Context: an optimization exercise on an open-source flow, tuned for small area, a short achievable clock period and few clock cycles per item. The choices shown serve that exercise and are no tape-out recipe. Function was checked by simulation only, so behaviour that the tests miss may differ from the original. Power and IR drop assume default switching activity.

==> flow/design.v <==
module pulse_tx_codec (
    input  wire       clk,
    input  wire       rst,         
    input  wire       in_valid,
    input  wire [7:0] in_data,
    input  wire       in_last,
    output wire       in_ready,
    output wire       out_valid,
    output wire [7:0] out_data,
    input  wire       out_ready
);
    localparam [7:0] FLAG = 8'h55;
    localparam [2:0] W_IDLE  = 3'd0;    
    localparam [2:0] W_START = 3'd1;    
    localparam [2:0] W_DATA  = 3'd2;    
    localparam [2:0] W_FCS   = 3'd3;    
    localparam [2:0] W_CLOSE = 3'd4;    
    function [31:0] crc32_byte(input [31:0] crc_in, input [7:0] d);
        integer k;
        reg [31:0] r;
        begin
            r = crc_in ^ {24'd0, d};
            for (k = 0; k < 8; k = k + 1)
                r = r[0] ? ((r >> 1) ^ 32'hEDB8_8320) : (r >> 1);
            crc32_byte = r;
        end
    endfunction
    reg         ir;          
    assign in_ready = ir;
    reg         oa_v, ob_v;
    reg  [7:0]  oa_d, ob_d;
    reg  [7:0]  od;          
    wire        push;                    
    wire [7:0]  push_d;
    assign out_valid = oa_v;
    assign out_data  = od;
    reg  [256*9-1:0] ring;
    reg  [7:0]  da;          
    reg  [7:0]  db;          
    reg         rp, wp;      
    reg         vp;          
    reg         empty;       
    reg         full;        
    reg         c255;        
    wire [8:0]  head = ring[256*9-1 -: 9];
    wire [8:0]  next_head = ring[255*9-1 -: 9];
    reg         is_code;     
    reg         head_ok;     
    wire [255:0] ta;
    genvar gi;
    generate
        for (gi = 0; gi < 256; gi = gi + 1) begin : g_ta
            if (gi >= 1 && gi <= 253)
                assign ta[gi] = ring[(253-gi)*9 + 8];
            else
                assign ta[gi] = 1'b0;
        end
    endgenerate
    wire [6:0]  f0, f1, f2, f3;
    genvar gg;
    generate
        for (gg = 0; gg < 4; gg = gg + 1) begin : g_grp
            wire [63:0] b = ta[64*gg +: 64];
            wire [31:0] v1; wire [31:0]    i1;
            wire [15:0] v2; wire [16*2-1:0] i2;
            wire [7:0]  v3; wire [8*3-1:0]  i3;
            wire [3:0]  v4; wire [4*4-1:0]  i4;
            wire [1:0]  v5; wire [2*5-1:0]  i5;
            for (gi = 0; gi < 32; gi = gi + 1) begin : l1
                assign v1[gi] = b[2*gi] | b[2*gi+1];
                assign i1[gi] = !b[2*gi];
            end
            for (gi = 0; gi < 16; gi = gi + 1) begin : l2
                assign v2[gi] = v1[2*gi] | v1[2*gi+1];
                assign i2[gi*2 +: 2] = v1[2*gi] ? {1'b0, i1[2*gi]} : {1'b1, i1[2*gi+1]};
            end
            for (gi = 0; gi < 8; gi = gi + 1) begin : l3
                assign v3[gi] = v2[2*gi] | v2[2*gi+1];
                assign i3[gi*3 +: 3] = v2[2*gi] ? {1'b0, i2[4*gi +: 2]} : {1'b1, i2[4*gi+2 +: 2]};
            end
            for (gi = 0; gi < 4; gi = gi + 1) begin : l4
                assign v4[gi] = v3[2*gi] | v3[2*gi+1];
                assign i4[gi*4 +: 4] = v3[2*gi] ? {1'b0, i3[6*gi +: 3]} : {1'b1, i3[6*gi+3 +: 3]};
            end
            for (gi = 0; gi < 2; gi = gi + 1) begin : l5
                assign v5[gi] = v4[2*gi] | v4[2*gi+1];
                assign i5[gi*5 +: 5] = v4[2*gi] ? {1'b0, i4[8*gi +: 4]} : {1'b1, i4[8*gi+4 +: 4]};
            end
            wire [6:0] fr = {v5[0] | v5[1], v5[0] ? {1'b0, i5[0 +: 5]} : {1'b1, i5[5 +: 5]}};
            if (gg == 0) begin : a0 assign f0 = fr; end
            if (gg == 1) begin : a1 assign f1 = fr; end
            if (gg == 2) begin : a2 assign f2 = fr; end
            if (gg == 3) begin : a3 assign f3 = fr; end
        end
    endgenerate
    reg  [6:0]  g0, g1, g2, g3;
    reg         g1_55;       
    wire        t254 = ring[8];
    wire        g3v  = g3[6] || t254;
    wire [5:0]  g3i  = g3[6] ? g3[5:0] : 6'd62;
    wire        found = g0[6] || g1[6] || g2[6] || g3v;
    wire [7:0]  code_n = g0[6] ? {2'd0, g0[5:0]} :
                         g1[6] ? {2'd1, g1[5:0]} :
                         g2[6] ? {2'd2, g2[5:0]} :
                         g3v   ? {2'd3, g3i}     : 8'hFF;
    wire        code_55 = !g0[6] && g1[6] && g1_55;
    reg  [7:0]  code_q;      
    wire        consume = rp && !empty && !ob_v && head_ok;
    assign push   = consume;
    assign push_d = is_code ? code_q : head[7:0];
    reg  [2:0]  wst;
    reg  [7:0]  run;         
    reg         run_full;    
    reg  [1:0]  fidx;
    reg  [31:0] crc;
    wire [7:0]  x = (wst == W_FCS) ? ~crc[7:0] : in_data;
    reg         has_slot;
    reg  [8:0]  nslot;
    reg         uses_x;
    always @* begin
        has_slot = 1'b0;
        nslot    = {1'b1, 8'h00};
        uses_x   = 1'b0;
        case (wst)
            W_IDLE:  begin has_slot = in_valid; nslot = {1'b1, FLAG}; end
            W_START: begin has_slot = 1'b1; end
            W_DATA, W_FCS: begin
                has_slot = (wst == W_FCS) || in_valid || run_full;
                if (!run_full) begin
                    uses_x = 1'b1;
                    if (x != 8'h00)
                        nslot = {1'b0, (x == FLAG) ? 8'h00 : x};
                end
            end
            W_CLOSE: begin has_slot = 1'b1; nslot = {1'b1, FLAG}; end
            default: ;
        endcase
    end
    wire        write_nc = has_slot && (empty || (wp && !full));
    wire        write_c  = has_slot && (empty || wp);
    wire        write    = consume ? write_c : write_nc;
    wire        take = write && uses_x && (wst == W_DATA);
    wire        inc = write && !consume;
    wire        dec = consume && !write;
    wire        c1      = (db == 8'd1);
    wire        c254    = !empty && (da == 8'd2);
    wire        empty_n = inc ? 1'b0 : (dec ? c1 : empty);
    wire        full_n  = inc ? c255 : (dec ? 1'b0 : full);
    wire        c255_n  = inc ? c254 : (dec ? full : c255);
    wire        rp_n = consume || (!(write && empty) && (da == 8'd1));
    wire        wp_n = write || (db == 8'd1);
    wire        head_ok_n = !(next_head[8] && !next_head[0]) || found || full_n || c255_n;
    reg  [2:0]  wst_n;
    always @* begin
        wst_n = wst;
        if (write)
            case (wst)
                W_IDLE:  wst_n = W_START;
                W_START: wst_n = W_DATA;
                W_DATA:  if (uses_x && in_last) wst_n = W_FCS;
                W_FCS:   if (uses_x && fidx == 2'd3) wst_n = W_CLOSE;
                default: wst_n = W_IDLE;
            endcase
    end
    wire        run_full_n = write ? (uses_x && x != 8'h00 && run == 8'd253) : run_full;
    wire        ob_v_n = (!oa_v || out_ready) ? (ob_v && push) : (ob_v || push);
    wire        consume_n = rp_n && !empty_n && !ob_v_n && head_ok_n;
    wire        ir_n = (wst_n == W_DATA) && !run_full_n &&
                       (empty_n || (wp_n && (!full_n || consume_n)));
    always @(posedge clk) begin
        ring <= {ring[255*9-1:0],
                 write ? nslot : {head[8] && vp && !consume, head[7:0]}};
        g0 <= f0;
        g1 <= f1;
        g2 <= f2;
        g3 <= f3;
        g1_55 <= (f1[5:0] == 6'd21);
        code_q  <= code_55 ? 8'h00 : code_n;
        is_code <= next_head[8] && !next_head[0];
        head_ok <= head_ok_n;
        rp <= rp_n;
        wp <= wp_n;
        vp <= !empty_n && (rp_n || (vp && !wp_n));
        if (consume)
            da <= 8'd0;
        else if (write && empty)
            da <= 8'd255;
        else
            da <= da - 8'd1;
        if (write)
            db <= 8'd0;
        else
            db <= db - 8'd1;
        od <= (!oa_v || out_ready) ? (ob_v ? ob_d : push_d) : oa_d;
        if (!oa_v || out_ready) begin
            oa_v <= ob_v || push;
            if (ob_v || push)
                oa_d <= ob_v ? ob_d : push_d;
            ob_v <= ob_v && push;
            ob_d <= push_d;
        end else if (push) begin
            ob_v <= 1'b1;
            ob_d <= push_d;
        end
        if (write) begin
            case (wst)
                W_IDLE:  crc <= 32'hFFFF_FFFF;
                W_START: run <= 8'd0;
                W_DATA, W_FCS: begin
                    if (!uses_x || x == 8'h00)
                        run <= 8'd0;
                    else
                        run <= run + 8'd1;
                    if (uses_x) begin
                        if (wst == W_DATA) begin
                            crc  <= crc32_byte(crc, in_data);
                            fidx <= 2'd0;
                        end else begin
                            crc  <= {8'hFF, crc[31:8]};
                            fidx <= fidx + 2'd1;
                        end
                    end
                end
                default: ;
            endcase
        end
        if (rst) begin
            empty    <= 1'b1;
            full     <= 1'b0;
            c255     <= 1'b0;
            vp       <= 1'b0;
            wst      <= W_IDLE;
            run_full <= 1'b0;
            ir       <= 1'b0;
            oa_v     <= 1'b0;
            ob_v     <= 1'b0;
        end else begin
            empty <= empty_n;
            full  <= full_n;
            c255  <= c255_n;
            wst      <= wst_n;
            run_full <= run_full_n;
            ir       <= ir_n;
        end
    end
endmodule
Settings: LEC_CHECK=0, CAP_MARGIN=20, CORE_MARGIN=2, CORE_UTILIZATION=60, CTS_CLUSTER_DIAMETER=80, CTS_CLUSTER_SIZE=30, SETUP_SLACK_MARGIN=5.0, SLEW_MARGIN=20; clock period 8.0 ns.
standard.sh (not shown) runs the stock make flow with config.mk's settings and CLKGATE_MAP_FILE= SYNTH_SCRIPT=/design/flow/synth_recipe.tcl, a recipe that flattens the netlist after the stock synthesis.
==> flow/flow/run.sh <==
#!/bin/bash
set -euo pipefail
MARGIN=5.5
sed "s/SETUP_SLACK_MARGIN=[0-9.]*/SETUP_SLACK_MARGIN=${MARGIN}/" standard.sh > standard_margin.sh
grep -q "SETUP_SLACK_MARGIN=${MARGIN}" standard_margin.sh
bash standard_margin.sh > flow.log 2>&1
Testbench counts at the start, summed over its fixed seeds: cycles 97,641, items 900.
Next try:
--- a/flow/flow/run.sh
+++ b/flow/flow/run.sh
@@ -3 +3 @@
-MARGIN=5.5
+MARGIN=5.35
Result: Setup slack improves by 0.034 ns. Power came out lower slightly. Routed wire length came out lower by a few percent.

port drivers added, routing unchanged:
Ports are ideal in the flow. The routed layouts listed here were re-timed in OpenROAD.
Step 1 sets driving cells, clkbuf_16 on the clock port and buf_2 on the other inputs (assumed; they add their load-dependent delay and slew).
Step 2 also shifts input and output timing later by t, the mid clock arrival at the registers, as if the neighbouring blocks saw the same clock.
Three values: no drivers, after step 1, after step 2; two values: the first two.
run	shift t [ns]	slack for setup (ns)	clock arrival spread, ns
the first run	0.752	5.237 / 5.175 / 4.724	0.042 / 0.042
the second run	0.733	5.271 / 5.209 / 4.671	0.025 / 0.024
After both steps setup and hold are still met in every run listed. For the second run, which loses most, drivers alone change the setup slack by -0.062 ns; drivers and shift together by -0.600 ns.
